What follows belongs to an exercise in optimizing a design on an open flow for small area, a short achievable clock period and few clock cycles; a production flow would make more cautious choices.
At most, simulation tests tie the RTL to the original design; equivalence was not proved.

==> flow/design.v (excerpt) <==
module lz4crc (
    input  wire        clk,
    input  wire        rst,             
    input  wire        cmd_valid,
    output wire        cmd_ready,
    input  wire [7:0]  cmd_op,
    input  wire [31:0] cmd_src,
    input  wire [31:0] cmd_len,
    input  wire [31:0] cmd_dst,
    input  wire [31:0] cmd_cap,
    output reg         done,
    output reg  [7:0]  status,
    output reg  [31:0] result,
    output wire        mem_req,
    output wire        mem_we,
    output wire [29:0] mem_addr,
    output wire [3:0]  mem_wstrb,
    output wire [31:0] mem_wdata,
    input  wire        mem_gnt,
    input  wire        mem_rvalid,
    input  wire [31:0] mem_rdata
);
==> flow/config.mk <==
export PLATFORM = sky130hd
export DESIGN_NAME = lz4crc
export DESIGN_NICKNAME = lz4crc
export VERILOG_FILES = /design/flow/design.v
export SDC_FILE = /design/flow/constraint.sdc
export NUM_CORES = 4
export LEC_CHECK = 0
export CAP_MARGIN = 20
export CORE_MARGIN = 2
export CORE_UTILIZATION = 40
export SLEW_MARGIN = 20
==> flow/constraint.sdc <==
create_clock -name core_clock -period 8.0 [get_ports {clk}]
set_input_delay 1.6000 -clock core_clock [delete_from_list [all_inputs] [get_ports {clk}]]
set_output_delay 1.6000 -clock core_clock [all_outputs]
set_load 0.01 [all_outputs]
run.sh (not shown) runs the stock make flow with config.mk's settings and CLKGATE_MAP_FILE= SYNTH_SCRIPT=/design/flow/synth_recipe.tcl, a recipe that flattens the netlist after the stock synthesis.
Testbench counts at the start, summed over its fixed seeds: cycles 82,207.
Edit:
Settings changed: SETUP_SLACK_MARGIN from default to 1.5.
The changed run finished clean.
Count of clock-buffer cells in the layout went down by 2.
Routed wire length increases by 2.1%.
Flip-flop and latch count does not change.
First-iteration DRC count hardly moves.
Cell area went up by 0.38%.


job 101:
Another version of the RTL of lz4crc (not shown whole).
For scale: about 4300 cells after synthesis, about 410 flip-flops.
Settings: LEC_CHECK=0, CAP_MARGIN=20, CORE_MARGIN=2, CORE_UTILIZATION=40, SETUP_SLACK_MARGIN=2.5, SLEW_MARGIN=20; clock period 8.0 ns.
Job 101 finished all stages; the layout is clean.
Edits applied to the flow inputs when going from job 101 to job 102:
# job 101
export LEC_CHECK = 0
export CAP_MARGIN = 20
export CORE_MARGIN = 2
export CORE_UTILIZATION = 40
export SETUP_SLACK_MARGIN = 2.5
export SLEW_MARGIN = 20
create_clock -name core_clock -period 8.0 [get_ports {clk}]
# job 102
export LEC_CHECK = 0
export CAP_MARGIN = 20
export CORE_MARGIN = 2
export CORE_UTILIZATION = 40
export SLEW_MARGIN = 20
create_clock -name core_clock -period 8.0 [get_ports {clk}]
Findings:
In job 102, the final worst-path cycle share came out 13 points above the value in job 101. From job 101 to job 102 the numbers moved as follows: final critical path time including I/O delays and setup grew by 1.03 ns. For job 101, the most common library cell in the layout ignoring fill and taps was sky130_fd_sc_hd__buf_4, unlike job 102, where it was sky130_fd_sc_hd__nand2_1.
Function was not checked in any run of this note: the RTL went through the layout flow alone.


## red
lz4crc, a different RTL version from the one above (not shown whole).
Size in the first run: roughly 5100 cells after synthesis, roughly 420 flip-flops, ~280 I/O pins, roughly 0.042 mm² of cells after synthesis.
export LEC_CHECK = 0
export CAP_MARGIN = 20
export CORE_MARGIN = 2
export CORE_UTILIZATION = 40
export CTS_BUF_LIST = sky130_fd_sc_hd__clkbuf_8
export CTS_CLUSTER_SIZE = 30
export SETUP_SLACK_MARGIN = 2.0
export SLEW_MARGIN = 20
create_clock -name core_clock -period 8.0 [get_ports {clk}]
Input changes introduced in blue (baseline for comparison: red):
- CTS_CLUSTER_SIZE: 30 -> unset
- CTS_BUF_LIST: sky130_fd_sc_hd__clkbuf_8 -> unset
- CORE_UTILIZATION: 40 -> 55
Findings:
- blue was carried through to the last stage, and its layout satisfied the timing, DRC and antenna checks.
- | final worst setup slack | higher: red |
- Cell area, blue vs red: down slightly
- After detailed routing, red needs more wire than blue.
- Re maximum level of the CTS H-tree: blue is 1 down on red.
- Comparing the two runs side by side, blue comes out behind red on count of vias placed by the detailed router.
> inputs changed (blue -> green)
- GPL_TIMING_DRIVEN: unset -> 1
- GPL_ROUTABILITY_DRIVEN: unset -> 0
- CORE_UTILIZATION: 55 -> 40
## What came out
- [compare] base=blue new=green: clock-cell share of area barely changed; slack of the critical path climbed 260 ps; clock-buffer cell count dropped 4.7%.
- For green, the first element of the critical path was pos[1], unlike blue, where it was state[3].
- Each of the runs, namely blue and green, reached the end of the flow and came out clean.
No run of this note included a check of the RTL's function; only the layout flow was run.


lz4crc, a different RTL version from the one above (not shown whole).
Size: about 5000 cells after synthesis, roughly 420 flip-flops, ~42000 sq um of cells after synthesis.
clock: 8.0 ns
lec_check: 0
cap_margin: 20
core_margin: 2
core_utilization: 55
setup_slack_margin: 3.0
slew_margin: 20
The starting point finished with timing, DRC and antenna clean.
Testbench counts at the start, summed over its fixed seeds: cycles 77,454.
Rerun with:
CORE_UTILIZATION = 40   (was 55)
SETUP_SLACK_MARGIN = 2.25   (was 3.0)
What happened: Final area drops by 4.4%. Synthesized cell count stays the same. Die area is higher by about 37%. Critical path depth came out higher by 2.
Rerun with:
CTS_BUF_LIST = sky130_fd_sc_hd__clkbuf_8   (was default)
CTS_CLUSTER_SIZE = 30   (was default)
SETUP_SLACK_MARGIN = 2.0   (was 2.25)
Outcome:
- critical path depth shrinks by 9
- core utilization is lower by 0.85 points
- non-clock buffer count falls by 54
- final area decreases by 1.8%
- wire length falls by 0.55%
- cell count stays flat


run 1:
Another version of the RTL of lz4crc (not shown whole).
Size: roughly 5000 cells after synthesis, ~420 flip-flops, about 42000 sq um of cells after synthesis.
clock: 8.0 ns
lec_check: 0
cap_margin: 20
core_margin: 2
core_utilization: 40
setup_slack_margin: 2.5
slew_margin: 20
What run 2 does differently from run 1 at the input level:
# run 1
export LEC_CHECK = 0
export CAP_MARGIN = 20
export CORE_MARGIN = 2
export CORE_UTILIZATION = 40
export SETUP_SLACK_MARGIN = 2.5
export SLEW_MARGIN = 20
create_clock -name core_clock -period 8.0 [get_ports {clk}]
# run 2
export LEC_CHECK = 0
export CAP_MARGIN = 20
export CORE_MARGIN = 2
export CORE_UTILIZATION = 40
export SETUP_SLACK_MARGIN = 2.0
export SLEW_MARGIN = 20
create_clock -name core_clock -period 8.0 [get_ports {clk}]
Findings:
Run 1 has a lower met1 demand-to-capacity share in global routing than run 2.
Between run 2 and run 1, the count of placed standard cells including taps does not differ in any meaningful way.
In run 2 the layout overhead on the synthesized area turned out 5.8 points lower than in run 1.
Looking at number of cells on the critical path across run 1 and run 2, the one that comes out higher is run 1.
Compared with run 1, run 2 instantiates a smaller number of cells.
Routed wire length on run 2 is ahead of run 1.
Of the two candidates, run 1 has the better post-layout worst setup margin and run 2 the worse one.
Compared with run 1, post-detailed-route wirelength per cell in run 2 decreased slightly.
Against run 1, run 2 comes in 5.2 points lower on relative slew slack.
No run of this note included a check of the RTL's function; only the layout flow was run.


RTL: one of the versions met above, not the one the previous note started from.
clock: 8.0 ns
lec_check: 0
cap_margin: 20
core_margin: 2
core_utilization: 40
cts_buf_list: sky130_fd_sc_hd__clkbuf_4 sky130_fd_sc_hd__clkbuf_8
cts_cluster_size: 20
setup_slack_margin: 2.0
slew_margin: 20
The first run went through all stages and came out clean.
Testbench counts at the start, summed over its fixed seeds: cycles 77,454.
Change:
CTS_BUF_LIST = default   (was sky130_fd_sc_hd__clkbuf_4 sky130_fd_sc_hd__clkbuf_8)
CTS_CLUSTER_SIZE = default   (was 20)
SETUP_SLACK_MARGIN = 1.75   (was 2.0)
Outcome:
- utilization shrinks by 0.30 points
- synthesized area does not change
- routed wire length shrinks by 2.5%
- fmax shrinks by 4.6%
- global-route usage shrinks by 1.1 points
- final cell count shrinks by 1.0%
- worst hold slack is about the same
- design area shrinks by 0.63%
- die area stays the same
Change:
SETUP_SLACK_MARGIN = 2.0   (was 1.75)
What happened: The changed run completed with no timing, DRC or antenna violations; wire length climbs by 2.7%; die area stays the same; global-route usage climbs by 1.0 points; via count barely changes; worst hold slack stays flat; clock skew stays flat; utilization climbs by 0.14 points; sequential share of layout area barely changes; fmax climbs by 3.5%; final area climbs by 0.31%.


the reference run:
lz4crc, a different RTL version from the one above (not shown whole).
Size: about 5000 cells after synthesis, ~420 flip-flops, about 280 I/O pins, ~0.043 mm² of cells after synthesis.
==> flow/config.mk <==
export PLATFORM = sky130hd
export DESIGN_NAME = lz4crc
export DESIGN_NICKNAME = lz4crc
export VERILOG_FILES = /design/flow/design.v
export SDC_FILE = /design/flow/constraint.sdc
export NUM_CORES = 4
export LEC_CHECK = 0
export CAP_MARGIN = 20
export CORE_MARGIN = 2
export CORE_UTILIZATION = 40
export SETUP_SLACK_MARGIN = 2.25
export SLEW_MARGIN = 20
==> flow/constraint.sdc <==
create_clock -name core_clock -period 8.0 [get_ports {clk}]
set_input_delay 1.6000 -clock core_clock [delete_from_list [all_inputs] [get_ports {clk}]]
set_output_delay 1.6000 -clock core_clock [all_outputs]
set_load 0.01 [all_outputs]
The reference run was carried through to the last stage, and its layout satisfied the timing, DRC and antenna checks.
Testbench counts of the reference run, summed over its fixed seeds: cycles 72,177.
#### Input delta (the trial run over the reference run)
# the reference run
export LEC_CHECK = 0
export CAP_MARGIN = 20
export CORE_MARGIN = 2
export CORE_UTILIZATION = 40
export SETUP_SLACK_MARGIN = 2.25
export SLEW_MARGIN = 20
create_clock -name core_clock -period 8.0 [get_ports {clk}]
# the trial run
export LEC_CHECK = 0
export CAP_MARGIN = 20
export CORE_MARGIN = 2
export CORE_UTILIZATION = 40
export SETUP_SLACK_MARGIN = 2.5
export SLEW_MARGIN = 20
create_clock -name core_clock -period 8.0 [get_ports {clk}]
Findings:
- Compared with the reference run, in the trial run area overhead of the layout relative to synthesis picked up an extra 4.1 points; total of clock buffers placed in the layout saw a decrease; non-clock buffer count grew by 25%; count of cells resized by post-cts repair now larger.
- The trial run ended up with a higher sum of buffers and inverters on the critical path than the reference run did.
- Compared with the reference run, the trial run shows wire length of the first global-routing pass higher by 2.7%.
- The trial run reports its start point of the critical path as pos[1] while the reference run reports offset[1].
- met1 demand-to-capacity share in global routing down 0.28 points in the trial run wrt the reference run
- Placed instance count (lower): the reference run


Setup of rev 12:
lz4crc, a different RTL version from the one above (not shown whole).
Size: roughly 5,000 cells after synthesis, about 280 I/O pins, roughly 0.042 sq mm of cells after synthesis.
clock: 8.0 ns
lec_check: 0
cap_margin: 20
core_margin: 2
core_utilization: 40
setup_slack_margin: 2.5
slew_margin: 20
Rev 12: all stages complete, timing, DRC and antenna checks passed
## Diff of input files: rev 13 against rev 12
--- a/flow/config.mk
+++ b/flow/config.mk
@@ -9,4 +9,4 @@
 export CORE_MARGIN = 2
 export CORE_UTILIZATION = 40
-export SETUP_SLACK_MARGIN = 2.5
+export SETUP_SLACK_MARGIN = 2.0
 export SLEW_MARGIN = 20
==> run summary <==
- For the worst relative slew slack, rev 13 came in 4.0 points higher than rev 12 did.
- In rev 13, the global-route usage came out 0.39 points below the value in rev 12.
- Relative to rev 12, number of global-route vias before repair has decreased by 551 in rev 13.
- The path type of the worst setup path comes out flop to output pin in one run and flop to flop in the other, namely in rev 13 and rev 12 respectively.
- Cell area in rev 13 is about 2.7% below rev 12.
No functional check of the RTL was part of any run of this note.

-- port drivers added, routing unchanged --
In the flow no input, the clock included, has a driving cell. The finished layouts below were timed again as built, in two steps.
Step 1, drivers: a clkbuf_16 drives clk and a buf_2 each remaining input, both assumed.
Step 2 moves the port delays by t, midway between the first and last clock arrival at a register: inputs arrive t later, outputs are due t later. That takes back most of the time a late clock gives input paths.
Three values: ideal, step 1, step 2; two values: the first two.
run	t, ns	setup WS [ns]	slew at the worst register clock pin (ns)
the first run of note 1	0.736	0.978 / 0.926 / 0.978	0.07 / 0.07
the second run of note 1	0.733	1.654 / 1.654 / 1.654	0.07 / 0.07
job 101	0.742	1.360 / 1.287 / 1.403	0.07 / 0.07
job 102	0.708	0.334 / 0.266 / 0.623	0.07 / 0.07
red	0.838	1.579 / 1.579 / 1.579	0.07 / 0.07
blue	0.724	1.318 / 1.318 / 1.318	0.08 / 0.08
green	0.738	1.577 / 1.577 / 1.577	0.07 / 0.07
the first run of note 4	0.714	2.390 / 2.322 / 2.390	0.07 / 0.07
the second run of note 4	0.743	2.227 / 2.227 / 2.227	0.07 / 0.07
the third run of note 4	0.842	2.115 / 2.045 / 2.209	0.07 / 0.07
run 1	0.748	2.290 / 2.217 / 2.427	0.07 / 0.07
run 2	0.745	2.062 / 1.990 / 2.082	0.07 / 0.07
the first run of note 6	0.841	2.110 / 2.039 / 2.210	0.07 / 0.07
the second run of note 6	0.740	1.824 / 1.751 / 1.976	0.07 / 0.07
the third run of note 6	0.734	2.031 / 1.956 / 2.157	0.07 / 0.07
the reference run	0.758	2.314 / 2.238 / 2.377	0.07 / 0.07
the trial run	0.742	2.322 / 2.322 / 2.322	0.07 / 0.07
rev 12	0.740	2.327 / 2.327 / 2.327	0.07 / 0.07
rev 13	0.742	2.030 / 1.959 / 2.081	0.07 / 0.07
After both steps every run listed still meets setup and hold.
